What follows belongs to an exercise in optimizing a design on an open flow for small area and few clock cycles; a production flow would make more cautious choices.
Where RTL was checked, it was by simulation tests only, not by an equivalence proof against the original.
For runs 1 to 3, only the layout was checked, not whether the RTL still works.
Power figures rest on the tool's default switching activity, not on a simulated workload.

## flow/design.v

```verilog
module djtag_core (
    input  wire         clk,
    input  wire         rst,
    input  wire         rx_valid,
    input  wire [6:0]   rx_len,
    input  wire [511:0] rx_data,
    output wire         rx_take,
    output wire         tx_valid,
    output wire [6:0]   tx_len,
    output wire [511:0] tx_data,
    input  wire         tx_ready,
    output reg          tck_o,
    output reg          tdi_o,
    output reg          tms_o,
    input  wire         tdo_i,
    output reg          trst_oe,
    output reg          srst_oe
);
    localparam [2:0] S_B0   = 3'd0,    
                     S_B1   = 3'd1,    
                     S_B2   = 3'd2,    
                     S_XF   = 3'd3,    
                     S_JT   = 3'd4,    
                     S_INFO = 3'd6,    
                     S_END  = 3'd7;    
    localparam [2:0] C_FREQ = 3'd2, C_XFER = 3'd3, C_SETSIG = 3'd4,
                     C_CLK = 3'd6, C_VOLT = 3'd7;
    reg [2:0]   st;
    reg [6:0]   rp;            
    reg [6:0]   oc;            
    reg         txv;
    reg [511:0] resp;
    reg [15:0]  kz;            
    reg         slow;          
    reg         last_tdo;
    reg         scr;           
    reg [2:0]   cmd;           
    reg         fa;            
    reg         fb;            
    reg [15:0]  acc;           
    reg         hh;            
    reg [8:0]   r;             
    reg [2:0]   bp;            
    reg [7:1]   cap;           
    genvar g;
    wire [6:0]  rp1, oc1;
    wire [8:0]  rm1;
    wire [2:0]  bp1;
    wire [7:0]  c_rp, c_oc;
    wire [9:0]  b_r;
    wire [3:0]  c_bp;
    assign c_rp[0] = 1'b1;
    assign c_oc[0] = 1'b1;
    assign b_r[0]  = 1'b1;
    assign c_bp[0] = 1'b1;
    generate
        for (g = 0; g < 7; g = g + 1) begin : g_inc7
            assign rp1[g]    = rp[g] ^ c_rp[g];
            assign c_rp[g+1] = rp[g] & c_rp[g];
            assign oc1[g]    = oc[g] ^ c_oc[g];
            assign c_oc[g+1] = oc[g] & c_oc[g];
        end
        for (g = 0; g < 9; g = g + 1) begin : g_decr
            assign rm1[g]   = r[g] ^ b_r[g];
            assign b_r[g+1] = ~r[g] & b_r[g];
        end
        for (g = 0; g < 3; g = g + 1) begin : g_incb
            assign bp1[g]    = bp[g] ^ c_bp[g];
            assign c_bp[g+1] = bp[g] & c_bp[g];
        end
    endgenerate
    wire [7:0] pb;
    djtag_rdmux u_rdmux (.d(rx_data), .sel(64'd1 << rp[5:0]), .q(pb));
    wire [7:0] nrp;
    wire [7:0] c_n;
    assign c_n[0] = 1'b0;
    generate
        for (g = 0; g < 7; g = g + 1) begin : g_nrp
            assign nrp[g]   = rx_len[g] ^ ~rp[g] ^ c_n[g];
            assign c_n[g+1] = (rx_len[g] & ~rp[g]) | (rx_len[g] & c_n[g]) | (~rp[g] & c_n[g]);
        end
    endgenerate
    assign nrp[7] = c_n[7];
    wire       at_end = ~nrp[7];
    wire       clamp   = fb & (&pb[7:4]) & (|pb[3:0]);      
    wire [8:0] len_eff = {fb, pb[7:4], pb[3:0] & {4{~clamp}}};
    wire       part    = |len_eff[2:0];
    wire [6:0] room;
    wire [7:0] b_o;
    assign b_o[0] = 1'b0;
    generate
        for (g = 0; g < 7; g = g + 1) begin : g_room
            wire k = (g == 6);
            assign room[g]  = k ^ oc[g] ^ b_o[g];
            assign b_o[g+1] = (~k & oc[g]) | (~k & b_o[g]) | (oc[g] & b_o[g]);
        end
    endgenerate
    wire [7:0] bra, brb;
    assign bra[0] = part;
    assign brb[0] = part;
    generate
        for (g = 0; g < 7; g = g + 1) begin : g_xchk
            wire bb = (g < 6) ? len_eff[3 + g] : 1'b0;
            assign bra[g+1] = (~nrp[g] & bb) | (~nrp[g] & bra[g]) | (bb & bra[g]);
            assign brb[g+1] = (~room[g] & bb) | (~room[g] & brb[g]) | (bb & brb[g]);
        end
    endgenerate
    wire       xfer_ok = ~bra[7] && (fa || ~brb[7]);
    wire       oc_gt54 = oc[6] | (oc[5] & oc[4] & (oc[3] | (oc[2] & oc[1] & oc[0])));
    wire       oc_full = oc[6];
    wire [15:0] inc = kz;
    wire [16:0] sum;
    wire [16:0] c_a;
    assign c_a[0] = 1'b0;
    generate
        for (g = 0; g < 16; g = g + 1) begin : g_acc
            assign sum[g]   = acc[g] ^ inc[g] ^ c_a[g];
            assign c_a[g+1] = (acc[g] & inc[g]) | (acc[g] & c_a[g]) | (inc[g] & c_a[g]);
        end
    endgenerate
    assign sum[16] = c_a[16];
    localparam [16:0] LIM = 17'd31250;
    wire [17:0] gt;
    assign gt[0] = 1'b0;
    generate
        for (g = 0; g < 17; g = g + 1) begin : g_lim
            if (LIM[g]) begin : g_one
                assign gt[g+1] = sum[g] & gt[g];
            end else begin : g_zero
                assign gt[g+1] = sum[g] | gt[g];
            end
        end
    endgenerate
    wire       stretch = slow ? sum[16] : gt[17];
    wire       t_hit   = stretch & hh;
    wire       last    = (cmd == C_SETSIG) || (r == 9'd1);
    wire [15:0] den    = {r[7:0], pb};
    wire        pulse = r[0] & pb[0];
    reg [7:0] info_b;
    always @(*) begin
        case (r[3:0])
            4'd9: info_b = 8'h44;
            4'd8: info_b = 8'h4A;
            4'd7: info_b = 8'h54;
            4'd6: info_b = 8'h41;
            4'd5: info_b = 8'h47;
            4'd4: info_b = 8'h32;
            4'd3: info_b = 8'h0A;
            default: info_b = 8'h00;
        endcase
    end
    wire [7:0] xb;
    wire [7:0] capx = {cap, 1'b0};
    generate
        for (g = 0; g < 8; g = g + 1) begin : g_xb
            assign xb[g] = (bp == 3'd7 - g) ? tdo_i :
                           (bp >  3'd7 - g) ? capx[g] : 1'b0;
        end
    endgenerate
    reg       we;
    reg [7:0] wd;
    wire      fall = (st == S_JT) && tck_o && t_hit;
    always @(*) begin
        we = 1'b0;
        wd = xb;
        case (st)
            S_B0: begin
                wd = {5'd0, last_tdo, 2'd0};
                we = rx_valid && !txv && !at_end && pb[3:0] == 4'h5 && !oc_full;
            end
            S_B2: begin
                wd = {8{last_tdo}};
                we = !at_end && cmd == C_CLK && pb == 8'd0 && fa;
            end
            S_INFO: begin
                wd = info_b;
                we = 1'b1;
            end
            S_JT: begin
                if (cmd == C_CLK) begin
                    wd = {8{tdo_i}};
                    we = fall && last && fa;
                end else begin
                    we = fall && cmd == C_XFER && !fa && (bp == 3'd7 || last);
                end
            end
            default: ;
        endcase
    end
    wire [63:0] wen;
    djtag_wdec u_wdec (.we(we), .a(oc[5:0]), .en(wen));
    generate
        for (g = 0; g < 64; g = g + 1) begin : g_resp
            always @(posedge clk) begin
                if (wen[g])
                    resp[8*g +: 8] <= wd;
            end
        end
    endgenerate
    wire tload = (st == S_XF) ||
                 (st == S_B2 && !at_end &&
                  ((cmd == C_SETSIG && pulse) || (cmd == C_CLK && pb != 8'd0)));
    always @(posedge clk) begin
        acc <= (tload || stretch) ? inc : sum[15:0];
        hh  <= !tload && (hh ^ stretch);
    end
    task apply_setsig;
        begin
            if (r[1]) scr     <= pb[1];
            if (r[3]) tms_o   <= pb[3];
            if (r[4]) trst_oe <= ~pb[4];
            if (r[5]) srst_oe <= ~pb[5];
        end
    endtask
    always @(posedge clk) begin
        if (rst) begin
            st       <= S_B0;
            rp       <= 7'd0;
            oc       <= 7'd0;
            txv      <= 1'b0;
            kz       <= 16'd1000;
            slow     <= 1'b0;
            last_tdo <= 1'b0;
            scr      <= 1'b0;
            tck_o    <= 1'b0;
            tdi_o    <= 1'b0;
            tms_o    <= 1'b0;
            trst_oe  <= 1'b0;
            srst_oe  <= 1'b0;
        end else begin
            if (we) oc <= oc1;
            case (st)
                S_B0: begin
                    if (txv) begin
                        if (tx_ready) begin
                            txv <= 1'b0;
                            oc  <= 7'd0;
                        end
                    end else if (rx_valid) begin
                        cmd <= pb[2:0];
                        fa  <= pb[7];
                        fb  <= pb[6];
                        r   <= 9'd9;
                        if (at_end) begin
                            st <= S_END;
                        end else begin
                            case (pb[3:0])
                                4'h1: st <= oc_gt54 ? S_END : S_INFO;
                                4'h2, 4'h3, 4'h4, 4'h7: begin
                                    rp <= rp1;
                                    st <= S_B1;
                                end
                                4'h5: begin
                                    if (oc_full) st <= S_END;
                                    else rp <= rp1;
                                end
                                4'h6: begin
                                    if (pb[7] && oc_full) st <= S_END;
                                    else begin
                                        rp <= rp1;
                                        st <= S_B1;
                                    end
                                end
                                4'h8: rp <= rp1;
                                default: st <= S_END;
                            endcase
                        end
                    end
                end
                S_B1: begin
                    r <= {1'b0, pb};
                    if (at_end) begin
                        st <= S_END;
                    end else begin
                        case (cmd)
                            C_VOLT: begin
                                rp <= rp1;
                                st <= S_B0;
                            end
                            C_XFER: begin
                                if (!xfer_ok) begin
                                    st <= S_END;
                                end else begin
                                    tms_o <= 1'b0;
                                    rp    <= rp1;
                                    r     <= len_eff;
                                    bp    <= 3'd0;
                                    st    <= (len_eff == 9'd0) ? S_B0 : S_XF;
                                end
                            end
                            default: begin
                                rp <= rp1;
                                st <= S_B2;
                            end
                        endcase
                    end
                end
                S_B2: begin
                    if (at_end) begin
                        st <= S_END;
                    end else begin
                        case (cmd)
                            C_FREQ: begin
                                kz   <= (den == 16'd0) ? 16'd1 : den;
                                slow <= (den == 16'd0);
                                rp   <= rp1;
                                st   <= S_B0;
                            end
                            C_SETSIG: begin
                                if (pulse) begin
                                    tdi_o <= scr;
                                    st    <= S_JT;
                                end else begin
                                    apply_setsig;
                                    rp <= rp1;
                                    st <= S_B0;
                                end
                            end
                            default: begin    
                                if (pb != 8'd0) begin
                                    tms_o <= r[3];
                                    tdi_o <= r[1];
                                    r     <= {1'b0, pb};
                                    st    <= S_JT;
                                end else begin
                                    rp <= rp1;
                                    st <= S_B0;
                                end
                            end
                        endcase
                    end
                end
                S_XF: begin
                    tdi_o <= pb[7];
                    st    <= S_JT;
                end
                S_JT: begin
                    if (!t_hit) begin
                    end else if (!tck_o) begin
                        tck_o <= 1'b1;
                    end else begin
                        tck_o <= 1'b0;
                        r     <= rm1;
                        case (cmd)
                            C_XFER: begin
                                if (bp != 3'd7) cap[3'd7 - bp] <= tdo_i;
                                bp <= bp1;
                                if (last) begin
                                    if (bp != 3'd7) rp <= rp1;
                                    st <= S_B0;
                                end else begin
                                    tdi_o <= pb[3'd7 - bp1];
                                    if (bp1 == 3'd7) rp <= rp1;
                                end
                            end
                            C_SETSIG: begin
                                last_tdo <= tdo_i;
                                apply_setsig;
                                rp <= rp1;
                                st <= S_B0;
                            end
                            default: begin    
                                last_tdo <= tdo_i;
                                if (last) begin
                                    rp <= rp1;
                                    st <= S_B0;
                                end
                            end
                        endcase
                    end
                end
                S_INFO: begin
                    r <= rm1;
                    if (r[3:0] == 4'd0) begin
                        rp <= rp1;
                        st <= S_B0;
                    end
                end
                default: begin    
                    txv <= (oc != 7'd0);
                    rp  <= 7'd0;
                    st  <= S_B0;
                end
            endcase
        end
    end
    assign rx_take  = (st == S_END);
    assign tx_valid = txv;
    assign tx_len   = oc;
    assign tx_data  = resp;
endmodule
module djtag_rdmux (
    input  wire [511:0] d,
    input  wire [63:0]  sel,
    output wire [7:0]   q
);
    wire [8*22-1:0] gn;      
    genvar k, b;
    generate
        for (k = 0; k < 21; k = k + 1) begin : g_grp
            djtag_aoi3 u_aoi (.d0(d[24*k +: 8]), .d1(d[24*k+8 +: 8]), .d2(d[24*k+16 +: 8]),
                              .s0(sel[3*k]), .s1(sel[3*k+1]), .s2(sel[3*k+2]),
                              .qn(gn[8*k +: 8]));
        end
    endgenerate
    assign gn[8*21 +: 8] = ~(d[8*63 +: 8] & {8{sel[63]}});
    generate
        for (b = 0; b < 8; b = b + 1) begin : g_bit
            wire [21:0] col;
            for (k = 0; k < 22; k = k + 1) begin : g_col
                assign col[k] = gn[8*k + b];
            end
            assign q[b] = ~&col;
        end
    endgenerate
endmodule
module djtag_aoi3 (
    input  wire [7:0] d0,
    input  wire [7:0] d1,
    input  wire [7:0] d2,
    input  wire       s0,
    input  wire       s1,
    input  wire       s2,
    output wire [7:0] qn
);
    assign qn = ~((d0 & {8{s0}}) | (d1 & {8{s1}}) | (d2 & {8{s2}}));
endmodule
module djtag_wdec (
    input  wire        we,
    input  wire [5:0]  a,
    output wire [63:0] en
);
    assign en = {63'd0, we} << a;
endmodule
```

## flow/flow/run.sh

```bash
#!/bin/bash
# The standard layout, with the smallest buffer (buf_1) on every port
# instead of the one buffer_ports picks by default, and the buffers that
# synthesis inserted removed at floorplan (repair_design re-buffers the nets
# that need it once the cells are placed).
set -uo pipefail
bash standard.sh "BUFFER_PORTS_ARGS=-buffer_cell sky130_fd_sc_hd__buf_1" \
    REMOVE_ABC_BUFFERS=1 finish > standard.log 2>&1
```

## flow/standard.sh

```bash
#!/bin/bash
# synth_recipe.tcl (not shown) runs the flow's synth.tcl, then flattens the netlist and writes it again
# the make line also repeats each setting of config.mk as NAME=value (left out here)
make -C /OpenROAD-flow-scripts/flow DESIGN_CONFIG=/design/flow/config.mk WORK_HOME=/design/flow/orfs CLKGATE_MAP_FILE= SYNTH_SCRIPT=/design/flow/synth_recipe.tcl "${@:-finish}"
```

## flow/config.mk

```make
export PLATFORM = sky130hd
export DESIGN_NAME = djtag_core
export DESIGN_NICKNAME = djtag_core
export VERILOG_FILES = /design/flow/design.v
export SDC_FILE = /design/flow/constraint.sdc
export NUM_CORES = 4
export LEC_CHECK = 0
export CAP_MARGIN = 20
export CORE_MARGIN = 2
export CORE_UTILIZATION = 20
export CTS_CLUSTER_DIAMETER = 100
export CTS_CLUSTER_SIZE = 25
export GPL_TIMING_DRIVEN = 0
export SLEW_MARGIN = 20
export SYNTH_HIERARCHICAL = 1
```

## flow/constraint.sdc

```tcl
create_clock -name core_clock -period 10.0 [get_ports {clk}]
set_input_delay 2.0000 -clock core_clock [delete_from_list [all_inputs] [get_ports {clk}]]
set_output_delay 2.0000 -clock core_clock [all_outputs]
set_load 0.01 [all_outputs]
```

==> qor.yml, run 1 <==
power_and_ir_drop:
  p_leak_nw: 10.1
  clockPowerShare_pct: 27.0
  p_int_mw: 4.01
  power_frac_seq_pct: 51.5
  power_density_nw_per_um2: 179
  p_sw_share_pct: 30.2
  comb_power_share_pct: 21.6
  total_power_mw: 5.75
  p_sw_mw: 1.74
  ir_drop_mv: 0.0961
timing:
  min_period_ns: 9.69
  finalCritPeriodShare_pct: 96.9
  tightest_slew_ns: 1.24
  drv_slew: 0
  max_slew_margin_pct: 17.2
  hold_violations: 0
  rsz0062_at_grt: "true"
  clock_skew_ns: 0.0274
  fmax_ghz: 0.103
  setup_viol: 0
logic_synthesis:
  synthArstFlopShare_pct: 0
  yosys_warnings: 7
  synth_cell_type_count: 84
  synth_cells: 1632
  synthFlopType: "edfxtp_1"
  synth_area_per_cell_um2: 15.0
  synth_seq_area_share_pct: 70.7
  synth.ff_latch_count: 595
  synth_edf_count: 536
  syn-cell-area_um2: 24400
status:
  status: "finished clean"
worst_setup_path:
  cpPeakStageDelay_ns: 0.94
  end_kind: "register"
  cpMostUsedCell: "fa_1"
  criticalPathCategory: "register to register"
  cp.required_ns: 10.19
  arrival_ns: 9.88
  worst_setup_path_start_kind: "register"
  cp.buffers_inverters: 7
  cp_top_family: "adder cells"
  cp_slowest_cell: "nor2_1"
  crit_fanout: 16
layout:
  fill_cells: 12757
  drive_gt1_share_pct: 6.40
  final_common_cell: "buf_1"
  fin_util_pct: 26.4
  syn_to_final_growth_pct: 31.3
  regArea_um2: 17300
  multiInputGateArea_um2: 6600
  nNetsFinal: 3284
  final-instance-count-excl-fill: 4345
  final_cell_mix: "buf_1 (1048), edfxtp_1 (536), nor2_1 (170)"
drt:
  routed_via_density: 4.65
  drc: 0
  routed_wirelength_um: 123000
  postRouteAntennaNets: 0
  drt_iter0_markers: 2867
  wire_per_inst_um: 28.2
  first_pass_iters: 17
  vias: 20204
cts:
  cts_resized: 0
  clk_pin_slew_ns: 0.10
  hold_buffers: 0
  postCtsSetupRepairBufs: 0
  h-tree-depth: 2
  cts_made_buffers: 35
  cts_root_buffer: "clkbuf_16"
  cts_tree: "built"
  cts_sinks: 595
  clockBufferDepth: 3
  clk_latency_ns: 0.58
floorplan:
  coreArea_um2: 122000
  num_rows: 128
  die_w_um: 354
  die_area_um2: 125000
  start_util_pct: 20.1
  fp.dieH_um: 354
  ios: 1050
hold_path:
  min_path_type: "register to register"
global_route:
  antenna_found_initial: 46
  grt_pass1_vias: 19013
  grt_max_degree: 28
  grt_pass1_wl_um: 161000
  grt_overflow: 0
  grt_use_total_pct: 18.6
place:
  place.gp.congestion: 0.978
  place_inst: 4280
  numPortBuffers: 1049
  dp_hpwl_um: 101000
flow_run:
  maxCapViolCount: 0
synth_stat cells, drive strengths merged, types with 11 or more instances:
cell type	count	area share (%)
dfxtp	59	4.8
a21oi	37	0.76
buf	20	0.53
a222oi	168	6.9
nor3	15	0.31
mux2i	18	0.74
nand2	88	1.4
inv	65	1.0
a31oi	11	0.28
clkbuf	72	1.3
o21ai	33	0.68
nand4	37	0.95
nor2	176	2.7
nand3	27	0.57
ha	47	2.4
nor3b	11	0.40
o22ai	11	0.28
fa	21	1.7
mux2	13	0.60
nor4	16	0.56
edfxtp	536	66
layer usage:
metal / up-vias / track usage, % / share of wire (%)
met4: 2 / 8.06 / 5.5
met5: - / 0 / 0.013
li1: 8745 / - / -
met3: 240 / 2.46 / 6.1
met2: 1314 / 37.1 / 55
met1: 9903 / 19.0 / 33
layout make-up:
type	count	area share [%]
Clock buffer	35	2.73
Multi-Input combinational cell	879	20.5
Inverter	66	0.771
Timing Repair Buffer	1115	14.9
Sequential cell	595	53.8
Tap cell	1625	6.33
Antenna cell	16	0.125
Clock inverter	14	0.768
stage by stage:
stage / cell area [um2] / hold WS [ns] / TNS [ns] / setup slack, ns
floorplan: 24000 / 0.431 / 0 / 1.90
global placement: 30000 / 0.447 / -890.65 / -8.44
detailed placement: 31000 / 0.452 / 0 / 0.279
CTS: 32100 / 0.466 / 0 / 0.186
global route: 32100 / 0.484 / -5.38 / -0.223
finish: 32100 / 0.467 / 0 / 0.310
per-module statistics from Yosys (local to each module, per instance):
module	flip-flops and latches	times used	area [um2]
djtag_core	595	1	21700
djtag_wdec	0	1	469
djtag_rdmux	0	1	422
djtag_aoi3	0	21	90.1
registers in the layout, indices dropped and copies added (netlist names):
register and count:
acc 16, bp 3, cap 7, cmd 3
fa 1, fb 1, hh 1, kz 16
last_tdo 1, oc 7, r 9, resp 512
rp 7, scr 1, slow 1, srst_oe 1
st 3, tck_o 1, tdi_o 1, tms_o 1
trst_oe 1, txv 1
worst min-delay path, stage by stage, from the launching register on:
cell     delay (ns)
dfxtp_1        0.32
nand2_1        0.05
mux2i_1        0.05
kinds of logic after synthesis:
logic type / after synthesis / synth area share [%]
AO/OA/AOI/OAI: 338 / 11.7
buffers and inverters: 158 / 2.86
adder cells (fa/ha/maj): 69 / 4.17
flip-flops: 595 / 70.7
XOR/XNOR: 8 / 0.287
multiplexers: 33 / 1.52
AND/OR/NAND/NOR: 431 / 8.83
worst paths after layout:
kind / start / end / slack (ns) / cells past startpoint
setup / recovery: kz[0]$_SDFFE_PP0P_ / resp[3]$_DFFE_PP_ / 0.31 / 31
hold / removal: rp[6]$_SDFFE_PP0P_ / rp[6]$_SDFFE_PP0P_ / 0.47 / 2
setup reg to reg: kz[0]$_SDFFE_PP0P_ / resp[3]$_DFFE_PP_ / 0.31 / 31
hold reg to reg: rp[6]$_SDFFE_PP0P_ / rp[6]$_SDFFE_PP0P_ / 0.47 / 2
power by group through the flow:
| stage | Sequential (mW) | Combinational [mW] | Clock [mW] |
|---|---|---|---|
| floorplan | 3.00 | 0.628 | 0 |
| global placement | 3.07 | 1.11 | 0 |
| detailed placement | 3.02 | 1.24 | 0 |
| CTS | 2.96 | 1.25 | 1.60 |
| global route | 2.97 | 1.35 | 1.67 |
| finish | 2.96 | 1.24 | 1.55 |
==> run 2, diff against run 1 <==
==> flow/flow/run.sh (replaced) <==
#!/bin/bash
# The standard layout, with the smallest buffer (buf_1) on every port
# instead of the one buffer_ports picks by default, the buffers that
# synthesis inserted removed at floorplan (repair_design re-buffers the nets
# that need it once the cells are placed), and the inputs on the left edge,
# the outputs on the right edge, one routing track apart.
set -uo pipefail
bash standard.sh "BUFFER_PORTS_ARGS=-buffer_cell sky130_fd_sc_hd__buf_1" \
    REMOVE_ABC_BUFFERS=1 \
    "PLACE_PINS_ARGS=-min_distance 1 -min_distance_in_tracks" \
    "PRE_IO_PLACEMENT_TCL=$PWD/flow/pins.tcl" finish > standard.log 2>&1
==> flow/flow/pins.tcl (new file) <==
# All inputs on the left edge, all outputs on the right edge: the packet
# read port gathers at the left, the response buffer at the right.
set_io_pin_constraint -direction input -region left:*
set_io_pin_constraint -direction output -region right:*
--- a/flow/config.mk
+++ b/flow/config.mk
@@ -9,7 +9,7 @@
 export CORE_MARGIN = 2
 export CORE_UTILIZATION = 20
 export CTS_CLUSTER_DIAMETER = 100
-export CTS_CLUSTER_SIZE = 25
+export CTS_CLUSTER_SIZE = 20
 export GPL_TIMING_DRIVEN = 0
 export SLEW_MARGIN = 20
 export SYNTH_HIERARCHICAL = 1
==> run 2 against run 1 <==
Effect of this change: the flow now stops in I/O pin placement (3_2_place_iop); synthesized cell count did not move; area after synthesis stayed put.
==> qor.yml, run 2 <==
status:
  status: "did not finish"
  lastStage: "I/O pin placement (3_2_place_iop)"
  error: "[ERROR PPL-0111] 2 constraint(s) does not have available slots for the pins."
logic_synthesis:
  synth_seq_area_share_pct: 70.7
  synth_cell_type_count: 84
  synth_top_family_by_area: "compound AO/OA/AOI/OAI gates"
  synth.area.mux_share_pct: 1.52
  synth_adder_area_share_pct: 4.17
  synth_top_cells_by_count: "edfxtp_1 (536), nor2_1 (175), a222oi_1 (168), nand2_1 (88), inv_1 (65)"
  yosys_warnings: 7
  synthFlopType: "edfxtp_1"
  syn-cell-area_um2: 24400
  synthArstFlopShare_pct: 0
  synth_edf_count: 536
  synth-simple-area-share_pct: 8.83
  synth.ff_latch_count: 595
  synth_top_area_share_pct: 65.8
  synth_area_per_cell_um2: 15.0
  synth-compound-area-share_pct: 11.7
  synth_cells: 1632
  yosys-top-cells-area: "edfxtp_1 (66%), a222oi_1 (6.9%), dfxtp_1 (4.8%)"
  yosysTopAreaCell: "edfxtp_1"
  synth-xor-area-share_pct: 0.287
  synth.most_common_cell: "edfxtp_1"
floorplan:
  num_rows: 128
  fp.dieH_um: 354
  die_w_um: 354
  start_util_pct: 20.1
## run 2: per-module statistics from Yosys, one instance, submodules excluded
module,cells inside,cell area (um2),flip-flops and latches
djtag_rdmux,73,422,0
djtag_core,1256,21700,595
djtag_aoi3,10,90.1,0
djtag_wdec,93,469,0
## run 2: logic make-up after synthesis
logic type	after synthesis
AO/OA/AOI/OAI	338
buffers and inverters	158
XOR/XNOR	8
flip-flops	595
AND/OR/NAND/NOR	431
multiplexers	33
adder cells (fa/ha/maj)	69
==> run 3, diff against run 2 <==
==> flow/flow/run.sh (replaced) <==
#!/bin/bash
# The standard layout, with the smallest buffer (buf_1) on every port
# instead of the one buffer_ports picks by default, the buffers that
# synthesis inserted removed at floorplan (repair_design re-buffers the nets
# that need it once the cells are placed), and rx_data and tx_data each kept
# to one corner of the die.
set -uo pipefail
bash standard.sh "BUFFER_PORTS_ARGS=-buffer_cell sky130_fd_sc_hd__buf_1" \
    REMOVE_ABC_BUFFERS=1 \
    "PRE_IO_PLACEMENT_TCL=$PWD/flow/pins.tcl" finish > standard.log 2>&1
==> flow/flow/pins.tcl (replaced) <==
# rx_data on the left and bottom edges, tx_data on the right and top edges:
# the packet read port gathers at the bottom left, the response buffer at
# the top right.  The other ports go where the placer puts them.
foreach {bus edge0 edge1} {rx_data left bottom tx_data right top} {
  set lo {}
  set hi {}
  for {set i 0} {$i < 256} {incr i} {
    lappend lo "${bus}\[$i\]"
    lappend hi "${bus}\[[expr {$i + 256}]\]"
  }
  set_io_pin_constraint -pin_names $lo -region ${edge0}:*
  set_io_pin_constraint -pin_names $hi -region ${edge1}:*
}
==> run 3 against run 2 <==
Effect of this change: now clean on timing, DRC and antenna; synthesized cell count stayed put; area after synthesis unchanged.
==> qor.yml, run 3 <==
status:
  status: "finished clean"
timing:
  hold_violations: 0
  clock_skew_ns: 0.0625
  drv_slew: 0
  fmax_ghz: 0.103
  hold_slack_ns: 0.467
  min_period_ns: 9.72
  tightest_slew_ns: 1.39
  max_slew_margin_pct: 7.47
  rsz0062_at_grt: "true"
  setup_viol: 0
  finalCritPeriodShare_pct: 97.2
logic_synthesis:
  yosysTopAreaCell: "edfxtp_1"
  synthFlopType: "edfxtp_1"
  synth.ff_latch_count: 595
  synthArstFlopShare_pct: 0
  synth_top_area_share_pct: 65.8
  synth_cell_type_count: 84
  yosys-top-cells-area: "edfxtp_1 (66%), a222oi_1 (6.9%), dfxtp_1 (4.8%)"
  yosys_warnings: 7
  synth_area_per_cell_um2: 15.0
  synth_cells: 1632
  synth_edf_count: 536
  synth.most_common_cell: "edfxtp_1"
  synth_top_cells_by_count: "edfxtp_1 (536), nor2_1 (175), a222oi_1 (168), nand2_1 (88), inv_1 (65)"
  synth_seq_area_share_pct: 70.7
  syn-cell-area_um2: 24400
cts:
  h-tree-depth: 2
  clockBufferDepth: 3
  cts_sinks: 595
  cts_made_buffers: 37
  hold_buffers: 0
  clk_pin_slew_ns: 0.10
  cts_root_buffer: "clkbuf_16"
  cts_resized: 0
  clk_latency_ns: 0.60
  postCtsSetupRepairBufs: 0
  cts_tree: "built"
layout:
  syn_to_final_growth_pct: 30.8
  final_cell_mix: "buf_1 (1048), edfxtp_1 (536), nor2_1 (169)"
  drive_gt1_share_pct: 6.21
  largestRegisters: "resp (512), acc (16), kz (16)"
  largest_reg_flops: 512
  final_common_cell: "buf_1"
  final_cell_area_um2: 32000
  top_register: "resp"
  nNetsFinal: 3285
drt:
  drc: 0
  routed_via_density: 4.69
  routed_wirelength_um: 126000
  postRouteAntennaNets: 0
  vias: 20359
  drt_iter0_markers: 2622
  wire_per_inst_um: 28.9
  first_pass_iters: 10
worst_setup_path:
  cpPeakStageDelay_ns: 0.94
  worst_setup_path_start_kind: "register"
  cpMostUsedCell: "fa_1"
  cp_slowest_cell: "nor2_1"
  crit_fanout: 16
  arrival_ns: 9.92
  criticalPathCategory: "register to register"
  end_kind: "register"
  cp.required_ns: 10.20
global_route:
  grt_overflow: 0
  grt_pass1_wl_um: 167000
  grt_max_degree: 47
  antenna_found_initial: 32
  grt_use_total_pct: 19.2
  grt_pass1_vias: 19265
place:
  dp_hpwl_um: 104000
  placed_cell_area_um2: 30800
  numPortBuffers: 1049
  place.gp.congestion: 1.02
hold_path:
  min_path_type: "register to register"
floorplan:
  die_w_um: 354
  num_rows: 128
  ios: 1050
  die_area_um2: 125000
  fp.dieH_um: 354
  coreArea_um2: 122000
  start_util_pct: 20.1
power_and_ir_drop:
  p_leak_nw: 10.0
  total_power_mw: 5.69
  power_density_nw_per_um2: 178
  ir_drop_mv: 0.116
flow_run:
  maxCapViolCount: 0
run 3: area by class of cell:
type | count | area (um2)
antenna | 15 | 37.5
clock buffer | 45 | 981
clock inverter | 6 | 83.8
fill | 12790 | 89600
inverter | 66 | 248
multi-input combinational | 879 | 6600
sequential | 595 | 17300
tap | 1625 | 2030
timing repair buffer | 1114 | 4710
run 3: worst paths after layout:
path	slack, ns	from	to	cells past startpoint
hold / removal	0.47	scr$_SDFFE_PP0P_	scr$_SDFFE_PP0P_	2
setup / recovery	0.28	kz[0]$_SDFFE_PP0P_	resp[267]$_DFFE_PP_	31
setup reg to reg	0.28	kz[0]$_SDFFE_PP0P_	resp[267]$_DFFE_PP_	31
hold reg to reg	0.47	scr$_SDFFE_PP0P_	scr$_SDFFE_PP0P_	2
run 3: routing by layer:
layer	track usage, %	routed length [um]
met1	21.4	45200
met2	34.5	64200
met3	4.25	9870
met4	8.96	6390
met5	0	79
run 3: stage by stage:
step           setup TNS [ns]  utilization (%)  std cells  setup slack [ns]
5_1_grt                 -5.81             26.3       4340            -0.143
2_1_floorplan               0                -       1540              1.90
3_3_place_gp          -582.62             24.7       4214             -7.03
6_report                    0             26.3       4345             0.280
3_5_place_dp                0             25.4       4276             0.304
4_1_cts                     0             26.2       4327             0.198
run 3: power breakdown:
group | total [mW] | leakage (nW) | internal [mW] | switching, mW
sequential | 2.96 | 5.42 | 2.87 | 0.0890
combinational | 1.23 | 4.08 | 0.436 | 0.794
clock | 1.51 | 0.521 | 0.710 | 0.798
run 3: critical path, delay by kind of cell (launching register included):
kind | cells | cell delay (ns)
adders and majority gates | 16 | 4.71
AOI/OAI and AO/OA | 4 | 1.03
DFF | 1 | 0.34
buffers and inverters | 7 | 0.62
and+or+nand+nor | 4 | 2.57
run 3: kinds of logic after synthesis:
group | after synthesis | synth area share (%)
XOR/XNOR | 8 | 0.287
flip-flops | 595 | 70.7
adder cells (fa/ha/maj) | 69 | 4.17
multiplexers | 33 | 1.52
AND/OR/NAND/NOR | 431 | 8.83
buffers and inverters | 158 | 2.86
AO/OA/AOI/OAI | 338 | 11.7
run 3: per-module statistics from Yosys (local to each module, per instance):
module	cells inside	cell area, um2	flops+latches
djtag_rdmux	73	422	0
djtag_core	1256	21700	595
djtag_wdec	93	469	0
djtag_aoi3	10	90.1	0
==> run 4, diff against run 3 <==
--- a/flow/design.v
+++ b/flow/design.v
@@ -37,7 +37,7 @@
     reg [2:0]   cmd;           
     reg         fa;            
     reg         fb;            
-    reg [15:0]  acc;           
+    reg [16:0]  acc;           
     reg         hh;            
     reg [8:0]   r;             
     reg [2:0]   bp;            
@@ -118,20 +118,20 @@
             assign c_a[g+1] = (acc[g] & inc[g]) | (acc[g] & c_a[g]) | (inc[g] & c_a[g]);
         end
     endgenerate
-    assign sum[16] = c_a[16];
+    assign sum[16] = c_a[16];        
     localparam [16:0] LIM = 17'd31250;
     wire [17:0] gt;
     assign gt[0] = 1'b0;
     generate
         for (g = 0; g < 17; g = g + 1) begin : g_lim
             if (LIM[g]) begin : g_one
-                assign gt[g+1] = sum[g] & gt[g];
+                assign gt[g+1] = acc[g] & gt[g];
             end else begin : g_zero
-                assign gt[g+1] = sum[g] | gt[g];
+                assign gt[g+1] = acc[g] | gt[g];
             end
         end
     endgenerate
-    wire       stretch = slow ? sum[16] : gt[17];
+    wire       stretch = slow ? acc[16] : gt[17];
     wire       t_hit   = stretch & hh;
     wire       last    = (cmd == C_SETSIG) || (r == 9'd1);
     wire [15:0] den    = {r[7:0], pb};
@@ -201,7 +201,7 @@
                  (st == S_B2 && !at_end &&
                   ((cmd == C_SETSIG && pulse) || (cmd == C_CLK && pb != 8'd0)));
     always @(posedge clk) begin
-        acc <= (tload || stretch) ? inc : sum[15:0];
+        acc <= (tload || stretch) ? {inc, 1'b0} : sum;
         hh  <= !tload && (hh ^ stretch);
     end
     task apply_setsig;
==> run 4 against run 3 <==
Effect of this change: clock skew fell by 0.037 ns; sequential cell count up 1; setup slack improved by 1.7 ns; count of clock-buffer cells in the layout is 1 lower; critical path depth down 17; total power grew 4.9%; register-to-register slack better by 1.7 ns; worst hold slack gained 0.0059 ns; via count grew 1.2%; still clean on timing, DRC and antenna; area after synthesis rose by 0.51%.
==> qor.yml, run 4 <==
status:
  status: "finished clean"
worst_setup_path:
  worstReg2RegEnd: "resp[10]$_DFFE_PP_"
  arrival_ns: 8.23
  crit_fanout: 16
  r2r_start: "rp[2]$_SDFFE_PP0P_"
  end_kind: "register"
  cp_top_family: "simple AND/OR/NAND/NOR gates"
  reg2regPathDepth: 14
  cp.required_ns: 10.20
  cpMostUsedCell: "nand2_1"
  cp_slowest_cell: "a222oi_1"
  cp.buffers_inverters: 2
  r2r_slack_ns: 1.97
  criticalPathCategory: "register to register"
  cpPeakStageDelay_ns: 1.24
  worst_setup_path_start_kind: "register"
  path_cells: "inv_1, nand2_1, nor2_1, a222oi_1, nand4_1, nor4_1, nand2_1, nor4_1, nand2_1, o22ai_1, a311oi_4, inv_1, or3b_1, nor2_1"
global_route:
  grt_pass1_vias: 19256
  antenna_found_initial: 22
  grt_max_degree: 43
  grt_overflow: 0
  grt_pass1_wl_um: 162000
  grt_use_total_pct: 18.6
cts:
  hold_buffers: 0
  cts_root_buffer: "clkbuf_16"
  clk_pin_slew_ns: 0.08
  postCtsSetupRepairBufs: 0
  cts_sinks: 596
  h-tree-depth: 2
  clockBufferDepth: 3
  cts_tree: "built"
  cts_resized: 0
  clk_latency_ns: 0.60
  cts_made_buffers: 37
timing:
  finalCritPeriodShare_pct: 80.3
  drv_slew: 0
  fmax_ghz: 0.125
  hold_slack_ns: 0.473
  setup_viol: 0
  clock_skew_ns: 0.0253
  fin_setup_tns_ns: 0
  rsz0062_at_grt: "false"
  tightest_slew_ns: 1.38
  max_slew_margin_pct: 7.88
  hold_violations: 0
  layout_setup_ws_ns: 1.97
  min_period_ns: 8.03
power_and_ir_drop:
  p_sw_mw: 1.85
  ir_drop_mv: 0.110
  power_density_nw_per_um2: 186
  comb_power_share_pct: 23.5
  p_leak_nw: 9.99
  p_sw_share_pct: 31.0
  power_frac_seq_pct: 51.1
  p_int_mw: 4.12
  total_power_mw: 5.97
  clockPowerShare_pct: 25.5
floorplan:
  ios: 1050
  num_rows: 128
  coreArea_um2: 122000
  fp.dieH_um: 355
  die_w_um: 355
  start_util_pct: 20.2
  die_area_um2: 126000
layout:
  final_cell_mix: "buf_1 (1048), edfxtp_1 (536), nor2_1 (190)"
  final-instance-count-excl-fill: 4337
  drive_gt1_share_pct: 6.15
  largestRegisters: "resp (512), acc (17), kz (16)"
  final_common_cell: "buf_1"
  nNetsFinal: 3279
  fin_util_pct: 26.3
  top_register: "resp"
  largest_reg_flops: 512
  final_cell_area_um2: 32100
  syn_to_final_growth_pct: 30.5
logic_synthesis:
  synthArstFlopShare_pct: 0
  synthFlopType: "edfxtp_1"
  synth_top_cells_by_count: "edfxtp_1 (536), nor2_1 (190), a222oi_1 (168), nand2_1 (66), dfxtp_1 (60)"
  yosys_warnings: 7
  synth.most_common_cell: "edfxtp_1"
  syn-cell-area_um2: 24600
  synth_edf_count: 536
  synth_area_per_cell_um2: 15.0
  synth_top_area_share_pct: 65.5
  synth.ff_latch_count: 596
  yosysTopAreaCell: "edfxtp_1"
  synth_cell_type_count: 85
  yosys-top-cells-area: "edfxtp_1 (65%), a222oi_1 (6.8%), dfxtp_1 (4.9%)"
  synth_cells: 1634
  synth_seq_area_share_pct: 70.4
drt:
  first_pass_iters: 11
  drt_iter0_markers: 3124
  routed_wirelength_um: 123000
  routed_via_density: 4.75
  drc: 0
  wire_per_inst_um: 28.4
  vias: 20596
  postRouteAntennaNets: 0
flow_run:
  maxCapViolCount: 0
place:
  pre_cts_ws_ns: 1.80
  place.gp.congestion: 1.01
  place_inst: 4273
  placed_cell_area_um2: 31000
  numPortBuffers: 1049
  dp_hpwl_um: 101000
hold_path:
  hold_end: "scr$_SDFFE_PP0P_"
  whs_path_depth: 2
  min_path_type: "register to register"
  hold_start: "scr$_SDFFE_PP0P_"
-- run 4: routing by layer --
metal / up-vias / part of all wire, % / global-route usage (%)
met5: - / 0.050 / 0
li1: 8761 / - / -
met1: 10146 / 35 / 20.3
met2: 1436 / 49 / 32.4
met3: 243 / 9.1 / 4.57
met4: 10 / 6.8 / 11.4
-- run 4: worst max path at each step --
| stage | from | to | cells after the start |
|---|---|---|---|
| final | rp[2]$_SDFFE_PP0P_ | resp[10]$_DFFE_PP_ | 14 |
| after global routing | rp[3]$_SDFFE_PP0P_ | resp[261]$_DFFE_PP_ | 14 |
| after CTS | rp[3]$_SDFFE_PP0P_ | resp[10]$_DFFE_PP_ | 15 |
| after detailed placement | rx_data[222] | resp[9]$_DFFE_PP_ | 12 |
| after global placement | tdo_i | resp[9]$_DFFE_PP_ | 3 |
| after floorplan | tdo_i | resp[105]$_DFFE_PP_ | 2 |
-- run 4: final cells by class --
cell class | count | area, um2
inverter | 54 | 203
multi-input combinational | 884 | 6720
sequential | 596 | 17300
fill | 12846 | 89800
clock inverter | 7 | 92.6
clock buffer | 44 | 973
antenna | 12 | 30.0
tap | 1625 | 2030
timing repair buffer | 1115 | 4710
-- run 4: power groups by stage --
stage | sequential (mW) | combinational [mW] | clock [mW]
after floorplan | 3.09 | 0.673 | 0
after global placement | 3.18 | 1.22 | 0
after detailed placement | 3.10 | 1.40 | 0
after CTS | 3.05 | 1.40 | 1.57
after global routing | 3.06 | 1.50 | 1.66
final | 3.05 | 1.40 | 1.52
-- run 4: cell families (layout without fill, tap and decap cells) --
logic type | after synthesis | after routing | share of synthesized area [%]
and+or+nand+nor | 427 | 427 | 8.73
adders and majority gates | 71 | 71 | 4.23
other | 0 | 12 | 0
xor gates and xnor gates | 9 | 9 | 0.321
DFF | 596 | 596 | 70.4
buffers and inverters | 154 | 1220 | 2.73
muxes | 37 | 37 | 1.70
AOI/OAI and AO/OA | 340 | 340 | 11.9
-- run 4: per-module statistics from Yosys (local to each module, per instance) --
module	cells	copies in the design	cell area, um2
djtag_aoi3	10	21	90.1
djtag_rdmux	73	1	422
djtag_wdec	93	1	469
djtag_core	1258	1	21800
-- run 4: worst reg2reg max path: stages, from the launching register on --
cell	delay (ns)
dfxtp_1	0.40
inv_1	0.23
nand2_1	0.57
nor2_1	0.45
a222oi_1	1.25
nand4_1	0.50
nor4_1	0.41
nand2_1	0.52
nor4_1	0.54
nand2_1	0.24
o22ai_1	0.30
a311oi_4	0.26
inv_1	0.20
or3b_1	0.78
nor2_1	1.00
Testbench counts of run 4, summed over its fixed seeds: cycles 2,784,847.
==> run 5, diff against run 4 <==
--- a/flow/config.mk
+++ b/flow/config.mk
@@ -9,7 +9,8 @@
 export CORE_MARGIN = 2
 export CORE_UTILIZATION = 20
 export CTS_CLUSTER_DIAMETER = 100
-export CTS_CLUSTER_SIZE = 20
+export CTS_CLUSTER_SIZE = 25
 export GPL_TIMING_DRIVEN = 0
+export PLACE_DENSITY = 0.8
 export SLEW_MARGIN = 20
 export SYNTH_HIERARCHICAL = 1
==> run 5 against run 4 <==
Effect of this change: clock skew grew 0.023 ns; worst hold slack better by 0.025 ns; count of clock-buffer cells in the layout shrank 3; sequential share of layout area grew 0.39 points; via count grew 1.3%; routed wire length fell by 4.7%; die area did not move; setup slack worse by 0.29 ns; non-clock buffer count increased by 1; utilization down 0.19 points; global-route usage shrank 0.86 points; final area shrank 0.73%.
==> qor.yml, run 5 <==
global_route:
  grt_use_total_pct: 17.7
  antenna_found_initial: 28
  grt_pass1_wl_um: 158000
  grt_pass1_vias: 19511
  grt_max_degree: 49
  grt_overflow: 0
cts:
  clockBufferDepth: 3
  clk_pin_slew_ns: 0.12
  cts_tree: "built"
  cts_resized: 0
  h-tree-depth: 1
  cts_root_buffer: "clkbuf_16"
  cts_sinks: 596
  clk_latency_ns: 0.66
  cts_made_buffers: 29
  hold_buffers: 0
  postCtsSetupRepairBufs: 0
drt:
  drc: 0
  wire_per_inst_um: 27.1
  vias: 20873
  routed_wirelength_um: 117000
  routed_via_density: 4.82
  first_pass_iters: 13
  drt_iter0_markers: 3518
  postRouteAntennaNets: 0
worst_setup_path:
  path_cells: "inv_1, ha_1, nand3_1, nor2_1, a222oi_1, nand3_1, nor4_1, nand2_1, nor4_1, nand2_1, o22ai_1, a311oi_4, inv_1, or3b_1, nor2_1"
  end_kind: "register"
  cp.buffers_inverters: 2
  cpPeakStageDelay_ns: 1.05
  cp_top_family: "simple AND/OR/NAND/NOR gates"
  cp_slowest_cell: "a222oi_1"
  worst_setup_path_start_kind: "register"
  arrival_ns: 8.57
  criticalPathCategory: "register to register"
  crit_fanout: 16
  cp.required_ns: 10.25
layout:
  top_register: "resp"
  final_cell_area_um2: 31800
  final_cell_mix: "buf_1 (1048), edfxtp_1 (536), nor2_1 (188)"
  final-instance-count-excl-fill: 4328
  syn_to_final_growth_pct: 29.5
  drive_gt1_share_pct: 5.82
  fill_cells: 12606
  final_common_cell: "buf_1"
  nNetsFinal: 3272
  largest_reg_flops: 512
  multiInputGateArea_um2: 6730
  largestRegisters: "resp (512), acc (17), kz (16)"
  regArea_um2: 17300
timing:
  drv_slew: 0
  fmax_ghz: 0.120
  min_period_ns: 8.32
  setup_viol: 0
  hold_violations: 0
  rsz0062_at_grt: "false"
  finalCritPeriodShare_pct: 83.2
  max_slew_margin_pct: 20.2
  tightest_slew_ns: 1.19
  clock_skew_ns: 0.0487
logic_synthesis:
  synth_area_per_cell_um2: 15.0
  yosys_warnings: 7
  synth.ff_latch_count: 596
  yosysTopAreaCell: "edfxtp_1"
  synth_edf_count: 536
  synthArstFlopShare_pct: 0
  synth_cells: 1634
  yosys-top-cells-area: "edfxtp_1 (65%), a222oi_1 (6.8%), dfxtp_1 (4.9%)"
  synthFlopType: "edfxtp_1"
  synth_cell_type_count: 85
  synth_top_cells_by_count: "edfxtp_1 (536), nor2_1 (190), a222oi_1 (168), nand2_1 (66), dfxtp_1 (60)"
  synth.most_common_cell: "edfxtp_1"
  syn-cell-area_um2: 24600
  synth_top_area_share_pct: 65.5
  synth_seq_area_share_pct: 70.4
place:
  place.gp.congestion: 1.01
  place_inst: 4273
  numPortBuffers: 1049
  placed_cell_area_um2: 30900
  dp_hpwl_um: 96500
floorplan:
  num_rows: 128
  ios: 1050
  die_w_um: 355
  fp.dieH_um: 355
  die_area_um2: 126000
  coreArea_um2: 122000
  start_util_pct: 20.2
status:
  status: "finished clean"
power_and_ir_drop:
  power_density_nw_per_um2: 180
  ir_drop_mv: 0.133
  p_leak_nw: 9.88
  total_power_mw: 5.72
flow_run:
  maxCapViolCount: 0
hold_path:
  min_path_type: "register to register"
==> run 5: cell counts after synthesis <==
No cell type changed its count.
==> run 5: layout make-up <==
type	instances	share of cell area (%)
Antenna cell	7	0.0550
Multi-Input combinational cell	884	21.1
Clock buffer	41	2.42
Sequential cell	596	54.4
Timing Repair Buffer	1116	14.8
Inverter	54	0.637
Clock inverter	5	0.252
Tap cell	1625	6.39
==> run 5: path summary, 6_finish.rpt <==
| kind | from | endpoint | slack [ns] | cells past startpoint |
|---|---|---|---|---|
| worst max-delay path | rp[0]$_SDFFE_PP0P_ | resp[41]$_DFFE_PP_ | 1.68 | 15 |
| worst min-delay path | rp[6]$_SDFFE_PP0P_ | rp[6]$_SDFFE_PP0P_ | 0.50 | 2 |
| worst max register to register | rp[0]$_SDFFE_PP0P_ | resp[41]$_DFFE_PP_ | 1.68 | 15 |
| worst min register to register | rp[6]$_SDFFE_PP0P_ | rp[6]$_SDFFE_PP0P_ | 0.50 | 2 |
==> run 5: per-layer routing <==
layer / GRT usage (%) / share of wire, %
met1: 19.8 / 34
met2: 31.3 / 50
met3: 3.52 / 9.0
met4: 10.1 / 6.5
met5: 0 / 0.031
==> run 5: through the flow <==
step / utilization [%] / hold WS, ns / TNS [ns] / setup WS, ns
floorplan: - / 0.430 / 0 / 2.76
global placement: 24.7 / 0.453 / -430.65 / -5.56
detailed placement: 25.4 / 0.469 / 0 / 1.46
CTS: 26.1 / 0.485 / 0 / 1.58
global route: 26.1 / 0.498 / 0 / 1.46
finish: 26.1 / 0.497 / 0 / 1.68
==> run 5: tightest hold or removal path, stage by stage (launching register included) <==
cell	delay, ns
dfxtp_1	0.33
o21ai_0	0.07
a21oi_1	0.06
==> run 5: where the power goes <==
part	switching, mW	internal [mW]	total (mW)
registers	0.119	2.93	3.05
clock network	0.762	0.554	1.32
logic	0.881	0.477	1.36
==> run 5: logic make-up after synthesis <==
family          count (synthesis)  share of synthesized area [%]
xor+xnor                        9                          0.321
flops                         596                           70.4
mux                            37                           1.70
buf+inv                       154                           2.73
compound gates                340                           11.9
simple gates                  427                           8.73
fa+ha+maj                      71                           4.23
==> run 5: Yosys stat by module (local to each module, per instance) <==
module,copies in the design,flops+latches,cells inside,cell area [um2]
djtag_aoi3,21,0,10,90.1
djtag_wdec,1,0,93,469
djtag_core,1,596,1258,21800
djtag_rdmux,1,0,73,422
==> run 6, diff against run 5 <==
--- a/flow/config.mk
+++ b/flow/config.mk
@@ -11,6 +11,5 @@
 export CTS_CLUSTER_DIAMETER = 100
 export CTS_CLUSTER_SIZE = 25
 export GPL_TIMING_DRIVEN = 0
-export PLACE_DENSITY = 0.8
 export SLEW_MARGIN = 20
 export SYNTH_HIERARCHICAL = 1
==> run 6 against run 5 <==
Effect of this change: still clean on timing, DRC and antenna; register-to-register slack better by 0.31 ns; combinational power is 3% higher; clock skew is 0.017 ns lower; clock power hardly changed; utilization hardly changed; sequential share of layout area is 0.053 points lower; count of clock-buffer cells in the layout is 1 higher; critical path depth is 1 lower; first-iteration DRC count is 14% lower; global-route usage is 0.71 points higher; largest power group unchanged.
==> qor.yml, run 6 <==
status:
  status: "finished clean"
logic_synthesis:
  synth-compound-area-share_pct: 11.9
  synth_cells: 1634
  synth_seq_area_share_pct: 70.4
  synth_top_cells_by_count: "edfxtp_1 (536), nor2_1 (190), a222oi_1 (168), nand2_1 (66), dfxtp_1 (60)"
  synth-xor-area-share_pct: 0.321
  synthArstFlopShare_pct: 0
  yosys_warnings: 7
  yosysTopAreaCell: "edfxtp_1"
  synth_top_area_share_pct: 65.5
  synth_top_family_by_area: "compound AO/OA/AOI/OAI gates"
  synth_area_per_cell_um2: 15.0
  synth_edf_count: 536
  synth.area.mux_share_pct: 1.70
  synthFlopType: "edfxtp_1"
  synth_adder_area_share_pct: 4.23
  synth.ff_latch_count: 596
  synth.most_common_cell: "edfxtp_1"
  yosys-top-cells-area: "edfxtp_1 (65%), a222oi_1 (6.8%), dfxtp_1 (4.9%)"
  synth_cell_type_count: 85
  synth-simple-area-share_pct: 8.73
  syn-cell-area_um2: 24600
power_and_ir_drop:
  total_power_mw: 5.80
  power_density_nw_per_um2: 182
  p_leak_nw: 9.90
  clockPowerShare_pct: 23.3
  power_frac_seq_pct: 52.6
  ir_drop_mv: 0.143
  p_int_mw: 3.99
  p_sw_mw: 1.82
  p_sw_share_pct: 31.3
  comb_power_share_pct: 24.1
drt:
  postRouteAntennaNets: 0
  routed_wirelength_um: 123000
  wire_per_inst_um: 28.3
  first_pass_iters: 10
  vias: 20524
  routed_via_density: 4.74
  drc: 0
  drt_iter0_markers: 3012
layout:
  largest_reg_flops: 512
  drive_gt1_share_pct: 5.79
  syn_to_final_growth_pct: 29.7
  largestRegisters: "resp (512), acc (17), kz (16)"
  final-instance-count-excl-fill: 4330
  multiInputGateArea_um2: 6720
  final_common_cell: "buf_1"
  top_register: "resp"
  nNetsFinal: 3271
  final_cell_area_um2: 31900
  final_cell_mix: "buf_1 (1048), edfxtp_1 (536), nor2_1 (190)"
  regArea_um2: 17300
  fill_cells: 12862
floorplan:
  start_util_pct: 20.2
  num_rows: 128
  die_area_um2: 126000
  fp.dieH_um: 355
  die_w_um: 355
  coreArea_um2: 122000
  ios: 1050
timing:
  hold_slack_ns: 0.474
  max_slew_margin_pct: 7.60
  hold_violations: 0
  setup_viol: 0
  drv_slew: 0
  rsz0062_at_grt: "false"
  tightest_slew_ns: 1.39
  finalCritPeriodShare_pct: 80.1
  fmax_ghz: 0.125
  clock_skew_ns: 0.0318
  min_period_ns: 8.01
place:
  placed_cell_area_um2: 31000
  dp_hpwl_um: 101000
  numPortBuffers: 1049
  place_inst: 4273
  place.gp.congestion: 1.01
worst_setup_path:
  criticalPathCategory: "register to register"
  end_kind: "register"
  cp_slowest_cell: "a222oi_1"
  cp_top_family: "simple AND/OR/NAND/NOR gates"
  cp.required_ns: 10.26
  crit_fanout: 16
  arrival_ns: 8.27
  reg2regPathDepth: 14
  r2r_slack_ns: 1.99
  r2r_start: "rp[2]$_SDFFE_PP0P_"
  cpMostUsedCell: "nand2_1"
  worstReg2RegEnd: "resp[13]$_DFFE_PP_"
  cp.buffers_inverters: 2
  worst_setup_path_start_kind: "register"
  path_cells: "inv_1, nand2_1, nor2_1, a222oi_1, nand4_1, nor4_1, nand2_1, nor4_1, nand2_1, o22ai_1, a311oi_4, inv_1, or3b_1, nor2_1"
  cpPeakStageDelay_ns: 1.13
hold_path:
  hold_end: "scr$_SDFFE_PP0P_"
  min_path_type: "register to register"
  whs_path_depth: 2
  hold_start: "scr$_SDFFE_PP0P_"
cts:
  postCtsSetupRepairBufs: 0
  cts_made_buffers: 29
  hold_buffers: 0
  h-tree-depth: 1
  cts_resized: 0
  clk_latency_ns: 0.66
  cts_tree: "built"
  clockBufferDepth: 3
  cts_sinks: 596
  cts_root_buffer: "clkbuf_16"
  clk_pin_slew_ns: 0.10
global_route:
  grt_pass1_wl_um: 162000
  antenna_found_initial: 22
  grt_pass1_vias: 19163
  grt_overflow: 0
  grt_use_total_pct: 18.4
  grt_max_degree: 43
flow_run:
  maxCapViolCount: 0
==> run 6: changes by cell type in the layout (fill, tap and decap cells not counted), sizes merged <==
cell	delta
diode	+2
clkinv	+1
clkinvlp	-1
==> run 6: final cells by class <==
type / instances / area share (%)
multi-input combinational: 884 / 21.1
inverter: 54 / 0.636
timing repair buffer: 1115 / 14.8
tap: 1625 / 6.38
clock buffer: 42 / 2.50
antenna: 9 / 0.0707
clock inverter: 5 / 0.240
sequential: 596 / 54.3
==> run 6: worst register-to-register path, stage by stage, from the launching register on <==
cell and delay [ns]:
dfxtp_1 0.40, inv_1 0.23, nand2_1 0.60, nor2_1 0.49
a222oi_1 1.14, nand4_1 0.46, nor4_1 0.40, nand2_1 0.54
nor4_1 0.56, nand2_1 0.25, o22ai_1 0.30, a311oi_4 0.26
inv_1 0.21, or3b_1 0.79, nor2_1 1.03
==> run 6: worst max path at each step <==
stage	startpoint	endpoint	slack, ns	cells past startpoint
after floorplan	tdo_i	resp[105]$_DFFE_PP_	2.76	2
after global placement	tdo_i	resp[9]$_DFFE_PP_	-6.60	3
after detailed placement	rx_data[222]	resp[9]$_DFFE_PP_	1.80	12
after CTS	rp[3]$_SDFFE_PP0P_	resp[10]$_DFFE_PP_	2.12	15
after global routing	rp[3]$_SDFFE_PP0P_	resp[258]$_DFFE_PP_	1.84	14
final	rp[2]$_SDFFE_PP0P_	resp[13]$_DFFE_PP_	1.99	14
==> run 6: logic make-up after synthesis <==
| group | after synthesis |
|---|---|
| compound gates | 340 |
| xor+xnor | 9 |
| fa+ha+maj | 71 |
| buf+inv | 154 |
| flops | 596 |
| mux | 37 |
| simple gates | 427 |
==> run 6: modules after synthesis (local to each module, per instance) <==
module / cells inside / area (um2)
djtag_rdmux: 73 / 422
djtag_core: 1258 / 21800
djtag_aoi3: 10 / 90.1
djtag_wdec: 93 / 469
==> run 6: per-layer routing <==
layer / vias to the layer above / routed length (um) / global-route usage, %
met5: - / 67 / 0
met3: 236 / 11100 / 4.34
li1: 8747 / - / -
met2: 1449 / 60900 / 32.4
met4: 10 / 8330 / 10.8
met1: 10082 / 42300 / 20.1
==> run 6: power by group through the flow <==
stage | clock, mW | combinational, mW | sequential [mW]
after global placement | 0 | 1.22 | 3.18
after floorplan | 0 | 0.673 | 3.09
after detailed placement | 0 | 1.40 | 3.10
after CTS | 1.39 | 1.40 | 3.05
final | 1.35 | 1.40 | 3.05
after global routing | 1.47 | 1.50 | 3.06
==> run 6: per-stage QoR <==
| step | TNS, ns | setup WS (ns) | utilization, % |
|---|---|---|---|
| floorplan | 0 | 2.76 | - |
| global placement | -556.37 | -6.60 | 24.7 |
| detailed placement | 0 | 1.80 | 25.4 |
| CTS | 0 | 2.12 | 26.1 |
| global route | 0 | 1.84 | 26.1 |
| finish | 0 | 1.99 | 26.1 |
==> run 7, diff against run 6 <==
--- a/flow/config.mk
+++ b/flow/config.mk
@@ -7,7 +7,7 @@
 export LEC_CHECK = 0
 export CAP_MARGIN = 20
 export CORE_MARGIN = 2
-export CORE_UTILIZATION = 20
+export CORE_UTILIZATION = 25
 export CTS_CLUSTER_DIAMETER = 100
 export CTS_CLUSTER_SIZE = 25
 export GPL_TIMING_DRIVEN = 0
==> run 7 against run 6 <==
Effect of this change: the flow now stops in I/O pin placement (3_2_place_iop); synthesized cell count unchanged; area after synthesis unchanged.
==> qor.yml, run 7 <==
logic_synthesis:
  synthArstFlopShare_pct: 0
  synth_area_per_cell_um2: 15.0
  synth_cell_type_count: 85
  synth_edf_count: 536
  synth.ff_latch_count: 596
  synth_cells: 1634
  yosys-top-cells-area: "edfxtp_1 (65%), a222oi_1 (6.8%), dfxtp_1 (4.9%)"
  yosys_warnings: 7
  synth_top_area_share_pct: 65.5
  synth_top_cells_by_count: "edfxtp_1 (536), nor2_1 (190), a222oi_1 (168), nand2_1 (66), dfxtp_1 (60)"
  synth.most_common_cell: "edfxtp_1"
  synth_seq_area_share_pct: 70.4
  yosysTopAreaCell: "edfxtp_1"
  syn-cell-area_um2: 24600
  synthFlopType: "edfxtp_1"
floorplan:
  num_rows: 115
  start_util_pct: 25.1
  fp.dieH_um: 318
  die_w_um: 318
status:
  lastStage: "I/O pin placement (3_2_place_iop)"
  error: "[ERROR PPL-0111] 2 constraint(s) does not have available slots for the pins."
  status: "did not finish"
==> run 7: kinds of logic after synthesis <==
family	share of synthesized area (%)
and+or+nand+nor	8.73
buffers and inverters	2.73
adders and majority gates	4.23
DFF	70.4
xor gates and xnor gates	0.321
muxes	1.70
AOI/OAI and AO/OA	11.9
==> run 7: modules after synthesis, one instance, submodules excluded <==
module / cells / area [um2] / flip-flops and latches
djtag_aoi3: 10 / 90.1 / 0
djtag_wdec: 93 / 469 / 0
djtag_rdmux: 73 / 422 / 0
djtag_core: 1258 / 21800 / 596
==> run 8, diff against run 7 <==
==> flow/config.mk (replaced) <==
export PLATFORM = sky130hd
export DESIGN_NAME = djtag_core
export DESIGN_NICKNAME = djtag_core
export VERILOG_FILES = /design/flow/design.v
export SDC_FILE = /design/flow/constraint.sdc
export NUM_CORES = 4
export LEC_CHECK = 0
export CAP_MARGIN = 10
export CORE_MARGIN = 2
export CORE_UTILIZATION = 20
export CTS_CLUSTER_DIAMETER = 100
export CTS_CLUSTER_SIZE = 25
export GPL_TIMING_DRIVEN = 0
export SLEW_MARGIN = 10
export SYNTH_HIERARCHICAL = 1
==> run 8 against run 7 <==
Effect of this change: the run now finishes clean; area after synthesis unchanged; synthesized cell count unchanged.
==> qor.yml, run 8 <==
cts:
  cts_root_buffer: "clkbuf_16"
  clockBufferDepth: 3
  postCtsSetupRepairBufs: 0
  cts_sinks: 596
  clk_latency_ns: 0.66
  hold_buffers: 0
  cts_resized: 0
  cts_made_buffers: 29
  h-tree-depth: 1
  clk_pin_slew_ns: 0.10
  cts_tree: "built"
logic_synthesis:
  synth_cell_type_count: 85
  synthFlopType: "edfxtp_1"
  synth.most_common_cell: "edfxtp_1"
  syn-cell-area_um2: 24600
  synth_top_cells_by_count: "edfxtp_1 (536), nor2_1 (190), a222oi_1 (168), nand2_1 (66), dfxtp_1 (60)"
  synth_cells: 1634
  synth_seq_area_share_pct: 70.4
  yosysTopAreaCell: "edfxtp_1"
  synth_area_per_cell_um2: 15.0
  yosys-top-cells-area: "edfxtp_1 (65%), a222oi_1 (6.8%), dfxtp_1 (4.9%)"
  synth_edf_count: 536
  synth_top_area_share_pct: 65.5
  synth.ff_latch_count: 596
  yosys_warnings: 7
  synthArstFlopShare_pct: 0
power_and_ir_drop:
  p_sw_mw: 1.80
  power_density_nw_per_um2: 182
  comb_power_share_pct: 23.6
  clockPowerShare_pct: 23.3
  p_sw_share_pct: 31.4
  p_leak_nw: 9.75
  ir_drop_mv: 0.137
  total_power_mw: 5.74
  power_frac_seq_pct: 53.1
  p_int_mw: 3.94
timing:
  clock_skew_ns: 0.0370
  drv_slew: 0
  finalCritPeriodShare_pct: 83.4
  tightest_slew_ns: 1.45
  max_slew_margin_pct: 3.65
  min_period_ns: 8.34
  setup_viol: 0
  hold_violations: 0
  fmax_ghz: 0.120
  rsz0062_at_grt: "false"
worst_setup_path:
  end_kind: "register"
  criticalPathCategory: "register to register"
  worst_setup_path_start_kind: "register"
  crit_fanout: 16
  arrival_ns: 8.61
  cp.required_ns: 10.27
global_route:
  grt_pass1_vias: 19105
  grt_use_total_pct: 18.4
  grt_pass1_wl_um: 162000
  antenna_found_initial: 21
  grt_overflow: 0
  grt_max_degree: 50
drt:
  wl_met1_um: 42600
  wire_per_inst_um: 28.4
  first_pass_iters: 10
  top_layer_used: "met5"
  wl_met3_um: 10800
  drt_iter0_markers: 3198
  postRouteAntennaNets: 0
  routed-wl-met2_um: 61000
  routed_via_density: 4.79
  routed_wirelength_um: 123000
  vias: 20628
  drc: 0
layout:
  final_common_cell: "buf_1"
  largest_reg_flops: 512
  final-instance-count-excl-fill: 4308
  fin_util_pct: 25.9
  multiInputGateArea_um2: 6710
  final_cell_area_um2: 31600
  largestRegisters: "resp (512), acc (17), kz (16)"
  syn_to_final_growth_pct: 28.5
  final_cell_mix: "buf_1 (1048), edfxtp_1 (536), nor2_1 (190)"
  regArea_um2: 17300
  fill_cells: 12925
  drive_gt1_share_pct: 4.82
  top_register: "resp"
  nNetsFinal: 3251
place:
  dp_hpwl_um: 100000
  numPortBuffers: 1049
  placed_cell_area_um2: 30700
  place.gp.congestion: 1.01
  place_inst: 4254
floorplan:
  fp.dieH_um: 355
  num_rows: 128
  coreArea_um2: 122000
  ios: 1050
  die_area_um2: 126000
  start_util_pct: 20.2
  die_w_um: 355
status:
  status: "finished clean"
flow_run:
  maxCapViolCount: 0
hold_path:
  min_path_type: "register to register"
==> run 8: cell counts after synthesis <==
No cell type changed its count.
==> run 8: Yosys stat by module (local to each module, per instance) <==
module       copies in the design  flip-flops and latches  area (um2)
djtag_core                      1                     596       21800
djtag_aoi3                     21                       0        90.1
djtag_rdmux                     1                       0         422
djtag_wdec                      1                       0         469
==> run 8: worst max-delay path, cell delays in order (launching register included) <==
cell	delay, ns
dfxtp_1	0.40
inv_1	0.22
nand2_1	0.60
nor2_1	0.47
a222oi_1	1.27
nand4_1	0.51
nor4_1	0.41
nand2_1	0.50
nor4_1	0.50
nand2_1	0.25
o22ai_1	0.30
a311oi_4	0.25
inv_1	0.18
nand3b_1	0.82
nor2_1	1.23
==> run 8: logic make-up after synthesis <==
family                     after synthesis  share of synthesized area, %
AOI/OAI and AO/OA                      340                          11.9
xor gates and xnor gates                 9                         0.321
adders and majority gates               71                          4.23
buffers and inverters                  154                          2.73
DFF                                    596                          70.4
muxes                                   37                          1.70
and+or+nand+nor                        427                          8.73
==> run 8: power by group through the flow <==
stage | logic (mW) | clock network, mW | registers, mW
global placement | 1.22 | 0 | 3.18
floorplan | 0.673 | 0 | 3.09
global route | 1.46 | 1.46 | 3.06
CTS | 1.36 | 1.38 | 3.05
finish | 1.35 | 1.34 | 3.05
detailed placement | 1.35 | 0 | 3.10
==> run 8: final cells by class <==
cell class	count	area share, %
inverter	54	0.642
sequential	596	54.8
multi-input combinational	884	21.3
clock buffer	42	2.49
antenna	7	0.0555
clock inverter	5	0.242
timing repair buffer	1095	14.1
tap	1625	6.44
==> run 8: per-stage QoR <==
step	TNS (ns)	hold slack [ns]	setup WS (ns)
floorplan	0	0.430	2.76
global route	0	0.504	1.41
global placement	-556.37	0.454	-6.60
finish	0	0.478	1.66
detailed placement	0	0.458	1.08
CTS	0	0.476	1.51
==> run 8: path summary, 6_finish.rpt <==
kind / end / slack, ns / from / cells past startpoint
max reg2reg: resp[426]$_DFFE_PP_ / 1.66 / rp[2]$_SDFFE_PP0P_ / 14
min: scr$_SDFFE_PP0P_ / 0.48 / scr$_SDFFE_PP0P_ / 2
max: resp[426]$_DFFE_PP_ / 1.66 / rp[2]$_SDFFE_PP0P_ / 14
min reg2reg: scr$_SDFFE_PP0P_ / 0.48 / scr$_SDFFE_PP0P_ / 2
==> run 8: layer usage <==
layer,track usage (%),up-vias
li1,-,8696
met1,20.6,10242
met2,32.3,1469
met3,3.92,213
met4,10.6,8
met5,0,-

## separate check: timing with driven ports
The results above use ideal ports. As a check the final layouts listed here were re-extracted and re-timed, cells and wires unchanged. Step 1 assumes that a clkbuf_16 drives the clock port and a buf_2 every other input. Step 2 times the ports against the registers' clock, not the clock port: input delays grow and output delays shrink by t, the midpoint of the rising clock arrivals with the driver on. a / b / c = no drivers / after step 1 / after step 2; a / b = the first two.
run | t (ns) | setup WS [ns] | hold slack, ns
run 1 | 0.625 | 0.310 / 0.310 / 0.310 | 0.467 / 0.467 / 0.467
run 3 | 0.630 | 0.280 / 0.280 / 0.280 | 0.467 / 0.467 / 0.467
run 4 | 0.651 | 1.971 / 1.971 / 1.642 | 0.473 / 0.473 / 0.473
run 5 | 0.714 | 1.681 / 1.681 / 1.626 | 0.497 / 0.497 / 0.497
run 6 | 0.706 | 1.989 / 1.989 / 1.692 | 0.474 / 0.474 / 0.474
run 8 | 0.700 | 1.659 / 1.659 / 1.241 | 0.478 / 0.478 / 0.478
After both steps setup and hold are still met in every run listed. For run 8, which loses most, drivers alone change the setup slack by 0.000 ns; drivers and shift together by -0.418 ns.
